This is an optimization exercise on Yosys and OpenROAD, whose aim is small area, a short achievable clock period and few clock cycles, not a production implementation.
Function was checked by simulation only, so behaviour that the tests miss may differ from the original.

==> inputs of run a <==
## lzss_compress
module lzss_compress (
    input  wire        clk,
    input  wire        rst,
    input  wire        wr_en,
    input  wire [7:0]  wr_addr,
    input  wire [7:0]  wr_data,
    input  wire        start,
    input  wire [8:0]  src_len,
    output wire        busy,
    output wire        tok_valid,
    input  wire        tok_ready,
    output wire        tok_match,
    output wire [15:0] tok_data
);
==> module lzss_compress, before the edit <==
module lzss_compress (
    input  wire        clk,
    input  wire        rst,
    input  wire        wr_en,
    input  wire [7:0]  wr_addr,
    input  wire [7:0]  wr_data,
    input  wire        start,
    input  wire [8:0]  src_len,
    output wire        busy,
    output wire        tok_valid,
    input  wire        tok_ready,
    output wire        tok_match,
    output wire [15:0] tok_data
);
    genvar g;
    reg        wen_r;
    reg  [7:0] waddr_r;
    reg  [7:0] wdata_r;
    reg        busy_r;
    always @(posedge clk) begin
        wen_r   <= wr_en & ~busy_r;
        waddr_r <= wr_addr;
        wdata_r <= wr_data;
    end
    wire [2047:0] mem;
    generate
        for (g = 0; g < 256; g = g + 1) begin : row
            reg [7:0] b;
            always @(posedge clk)
                if (wen_r && waddr_r == g) b <= wdata_r;
            assign mem[g*8 +: 8] = b;
        end
    endgenerate
    reg         run;
    reg  [8:0]  n;
    reg  [8:0]  ptr;       
    reg  [8:0]  ptr1;      
    reg  [4:0]  k;         
    reg         fresh;     
    reg         mrg;       
    reg         rl;        
    reg  [7:0]  c;         
    reg  [7:0]  c_prev;    
    reg  [7:0]  c_prev2;   
    reg  [255:1] V;        
    reg  [255:1] U;        
    reg         pend;
    reg         p_m;
    reg  [7:0]  p_a;       
    reg  [3:0]  p_any;     
    reg  [23:0] p_idx;     
    reg  [3:0]  p_l;       
    reg         o_valid;
    reg  [16:0] o_tok;
    wire o_free = ~o_valid | tok_ready;
    wire p_free = ~pend | o_free;
    wire go     = run & p_free;
    wire [255:0] mask;
    generate
        for (g = 0; g < 256; g = g + 1) begin : msk
            assign mask[g] = (ptr > g);
        end
    endgenerate
    wire [255:0] E;
    generate
        for (g = 0; g < 256; g = g + 1) begin : cmp
            assign E[g] = (mem[g*8 +: 8] == c);
        end
    endgenerate
    wire [255:1] Vs = fresh ? mask[254:0] : mrg ? {U[254:1], 1'b0} : {V[254:1], 1'b0};
    wire [255:1] S  = E[254:0] & Vs;
    wire [255:1] S2 = E[254:0] & mask[254:0];
    wire lt_n    = (ptr < n);
    wire can_cmp = (k != 5'd18) && lt_n;
    wire anyS    = |S;
    wire cont    = can_cmp & anyS;
    wire k_is2   = (k == 5'd2);
    wire merge   = ~fresh & ~k_is2;
    function [5:0] first64;
        input [63:0] v;
        integer q;
        begin
            first64 = 6'd63;
            for (q = 62; q >= 0; q = q - 1)
                if (v[q]) first64 = q;
        end
    endfunction
    wire [255:0] Vf = {V, 1'b0};
    wire [3:0]   q_any;
    wire [23:0]  q_idx;
    generate
        for (g = 0; g < 4; g = g + 1) begin : enc
            assign q_any[g]        = |Vf[g*64 +: 64];
            assign q_idx[g*6 +: 6] = first64(Vf[g*64 +: 64]);
        end
    endgenerate
    wire       is_m    = ~fresh & ~mrg & (k > 5'd2);
    wire [7:0] lit     = fresh ? c : (k[1] ? c_prev2 : c_prev);
    wire [4:0] len_m3  = k - 5'd3;
    wire [7:0] rd_next = mem[ptr1[7:0]*8 +: 8];
    wire emit = go & ~rl & ~cont;
    wire [8:0] p_cur = ptr - {4'd0, k};    
    wire done = merge ? ~lt_n : (fresh & (ptr1 >= n));
    wire [7:0] c0 = (wen_r && waddr_r == 8'd0) ? wdata_r : mem[7:0];
    wire       backup   = ~cont & ~merge & ~fresh;
    always @(posedge clk) begin
        if (rst) begin
            run <= 1'b0;
        end else if (!busy_r) begin
            run <= start & (src_len != 9'd0);
        end else if (emit && done) begin
            run <= 1'b0;
        end
    end
    always @(posedge clk) begin
        if (!busy_r) begin
            n      <= src_len;
            ptr    <= 9'd0;
            ptr1   <= 9'd1;
            k      <= 5'd0;
            fresh  <= 1'b1;
            mrg    <= 1'b0;
            c      <= c0;
            rl     <= 1'b0;
        end else if (!go) begin
            ptr    <= p_cur;
            ptr1   <= p_cur;
            k      <= 5'd0;
            fresh  <= 1'b1;
            mrg    <= 1'b0;
            rl     <= 1'b1;
        end else if (rl) begin
            ptr    <= ptr1;
            ptr1   <= ptr1 + 9'd1;
            c      <= rd_next;
            rl     <= 1'b0;
        end else begin
            ptr    <= backup ? ptr - 9'd1 : ptr1;
            ptr1   <= backup ? ptr : ptr1 + 9'd1;
            k      <= cont ? k + 5'd1 : {4'd0, merge};
            fresh  <= ~cont & ~merge;
            mrg    <= ~cont & merge;
            c      <= backup ? c_prev : rd_next;
        end
    end
    always @(posedge clk) begin
        c_prev  <= c;
        c_prev2 <= c_prev;
        V       <= S;
        U       <= S2;
    end
    wire [1:0] jq    = p_any[0] ? 2'd0 : p_any[1] ? 2'd1 : p_any[2] ? 2'd2 : 2'd3;
    wire [5:0] jlo   = p_idx[jq*6 +: 6];
    wire [8:0] p_off = {1'b0, p_a} - {1'b0, jq, jlo};
    always @(posedge clk) begin
        if (rst) begin
            pend    <= 1'b0;
            o_valid <= 1'b0;
        end else begin
            if (p_free) pend <= emit;
            if (o_free) o_valid <= pend;
        end
        if (go) begin
            p_m <= is_m;
            p_a <= is_m ? ptr[7:0] : lit;
            p_any <= q_any;
            p_idx <= q_idx;
            p_l <= len_m3[3:0];
        end
        if (o_free && pend)
            o_tok <= p_m ? {1'b1, 4'd0, p_off[7:0], p_l} : {1'b0, 8'd0, p_a};
    end
    wire run_nx  = run & ~(emit & done);
    wire pend_nx = p_free ? emit : pend;
    wire o_nx    = o_free ? pend : o_valid;
    always @(posedge clk) begin
        if (rst)          busy_r <= 1'b0;
        else if (!busy_r) busy_r <= start;
        else              busy_r <= run_nx | pend_nx | o_nx;
    end
    assign busy      = busy_r;
    assign tok_valid = o_valid;
    assign tok_match = o_tok[16];
    assign tok_data  = o_tok[15:0];
endmodule
clock: 10.0 ns
lec_check: 0
cap_margin: 20
core_margin: 2
core_utilization: 50
cts_cluster_size: 30
setup_slack_margin: 5
slew_margin: 20
standard.sh (not shown) runs the stock make flow with config.mk's settings and CLKGATE_MAP_FILE= SYNTH_SCRIPT=/design/flow/synth_recipe.tcl, a recipe that flattens the netlist after the stock synthesis.
==> flow/flow/run.sh <==
#!/bin/bash
# The standard layout (standard.sh) with one change: the timing repair
# after floorplan, clock tree synthesis and global routing aims for a setup
# slack of SETUP_PUSH ns at the design's clock period instead of the
# SETUP_SLACK_MARGIN of config.mk. The clock, constraints, synthesis and every
# other step are the standard flow's own.
set -euo pipefail
SETUP_PUSH=5.6
grep -q 'SETUP_SLACK_MARGIN=5 ' standard.sh
sed "s/SETUP_SLACK_MARGIN=5 /SETUP_SLACK_MARGIN=${SETUP_PUSH} /" standard.sh > standard_push.sh
bash standard.sh synth > log_synth.txt 2>&1
bash standard_push.sh > log_layout.txt 2>&1
test -s out/final.def
==> inputs of run b, as changes to run a <==
--- a/flow/design.v
+++ b/flow/design.v
@@ -20,3 +20,4 @@
     always @(posedge clk) begin
-        wen_r   <= wr_en & ~busy_r;
+        if (rst) wen_r <= 1'b0;
+        else     wen_r <= wr_en & ~busy_r;
         waddr_r <= wr_addr;
@@ -40,3 +41,2 @@
     reg         mrg;       
-    reg         rl;        
     reg  [7:0]  c;         
@@ -99,5 +99,12 @@
     wire [4:0] len_m3  = k - 5'd3;
-    wire [7:0] rd_next = mem[ptr1[7:0]*8 +: 8];
-    wire emit = go & ~rl & ~cont;
-    wire [8:0] p_cur = ptr - {4'd0, k};    
+    wire [15:0] rs_hi = 16'd1 << ptr1[7:4];
+    wire [15:0] rs_lo = 16'd1 << ptr1[3:0];
+    reg  [7:0]  rd_next;
+    integer ri;
+    always @(*) begin
+        rd_next = 8'd0;
+        for (ri = 0; ri < 256; ri = ri + 1)
+            rd_next = rd_next | ({8{rs_hi[ri >> 4] & rs_lo[ri & 15]}} & mem[ri*8 +: 8]);
+    end
+    wire emit = go & ~cont;
     wire done = merge ? ~lt_n : (fresh & (ptr1 >= n));
@@ -123,16 +130,3 @@
             c      <= c0;
-            rl     <= 1'b0;
-        end else if (!go) begin
-            ptr    <= p_cur;
-            ptr1   <= p_cur;
-            k      <= 5'd0;
-            fresh  <= 1'b1;
-            mrg    <= 1'b0;
-            rl     <= 1'b1;
-        end else if (rl) begin
-            ptr    <= ptr1;
-            ptr1   <= ptr1 + 9'd1;
-            c      <= rd_next;
-            rl     <= 1'b0;
-        end else begin
+        end else if (go) begin
             ptr    <= backup ? ptr - 9'd1 : ptr1;
@@ -143,9 +137,7 @@
             c      <= backup ? c_prev : rd_next;
+            c_prev  <= c;
+            c_prev2 <= c_prev;
+            V      <= S;
+            U      <= S2;
         end
-    end
-    always @(posedge clk) begin
-        c_prev  <= c;
-        c_prev2 <= c_prev;
-        V       <= S;
-        U       <= S2;
     end
==> flow/run.sh (new file) <==
#!/bin/bash
# synth_recipe.tcl (not shown) runs the flow's synth.tcl, then flattens the netlist and writes it again
# the make line also repeats each setting of config.mk as NAME=value (left out here)
make -C /OpenROAD-flow-scripts/flow DESIGN_CONFIG=/design/flow/config.mk WORK_HOME=/design/flow/orfs CLKGATE_MAP_FILE= SYNTH_SCRIPT=/design/flow/synth_recipe.tcl finish
--- a/flow/config.mk
+++ b/flow/config.mk
@@ -9,3 +9,3 @@
 export CORE_MARGIN = 2
-export CORE_UTILIZATION = 50
+export CORE_UTILIZATION = 60
 export CTS_CLUSTER_SIZE = 30
removed: flow/flow/run.sh
removed: flow/standard.sh
==> notes <==
Run a completed without violations. Run b stopped in global routing.
Of run b and run a, run b has the higher area after synthesis (gap 0.92%, measured against run a).
Of run a and run b, run b has the higher synthesized cell count (gap about 8%, measured against run b).
Testbench counts of run a, summed over its fixed seeds: cycles 39,674.
Testbench counts of run b, summed over its fixed seeds: cycles 39,674.

## what the ideal ports hide
The flow's constraints put no driver on any port. The routed layout listed below was extracted and timed again, unchanged, in two steps. Step 1: set_driving_cell puts a clkbuf_16 on clk and a buf_2 on each other input, an assumption about the parent block. Step 2, shift: input delay + t, output delay - t, t = (earliest + latest rising clock arrival at the registers) / 2. This alone moves slack from input paths to output paths. Three values: ideal ports, drivers, drivers and shift; two values: the first two.
run: run a
shift t [ns]: 1.034
setup slack, ns: 5.163 / 5.163 / 4.973
worst setup path after step 2: input to register
worst slew at a driven data input, ns: 0.11
After both steps run a still meets setup and hold. For run a, drivers alone change the setup slack by 0.000 ns; drivers and shift together by -0.190 ns.
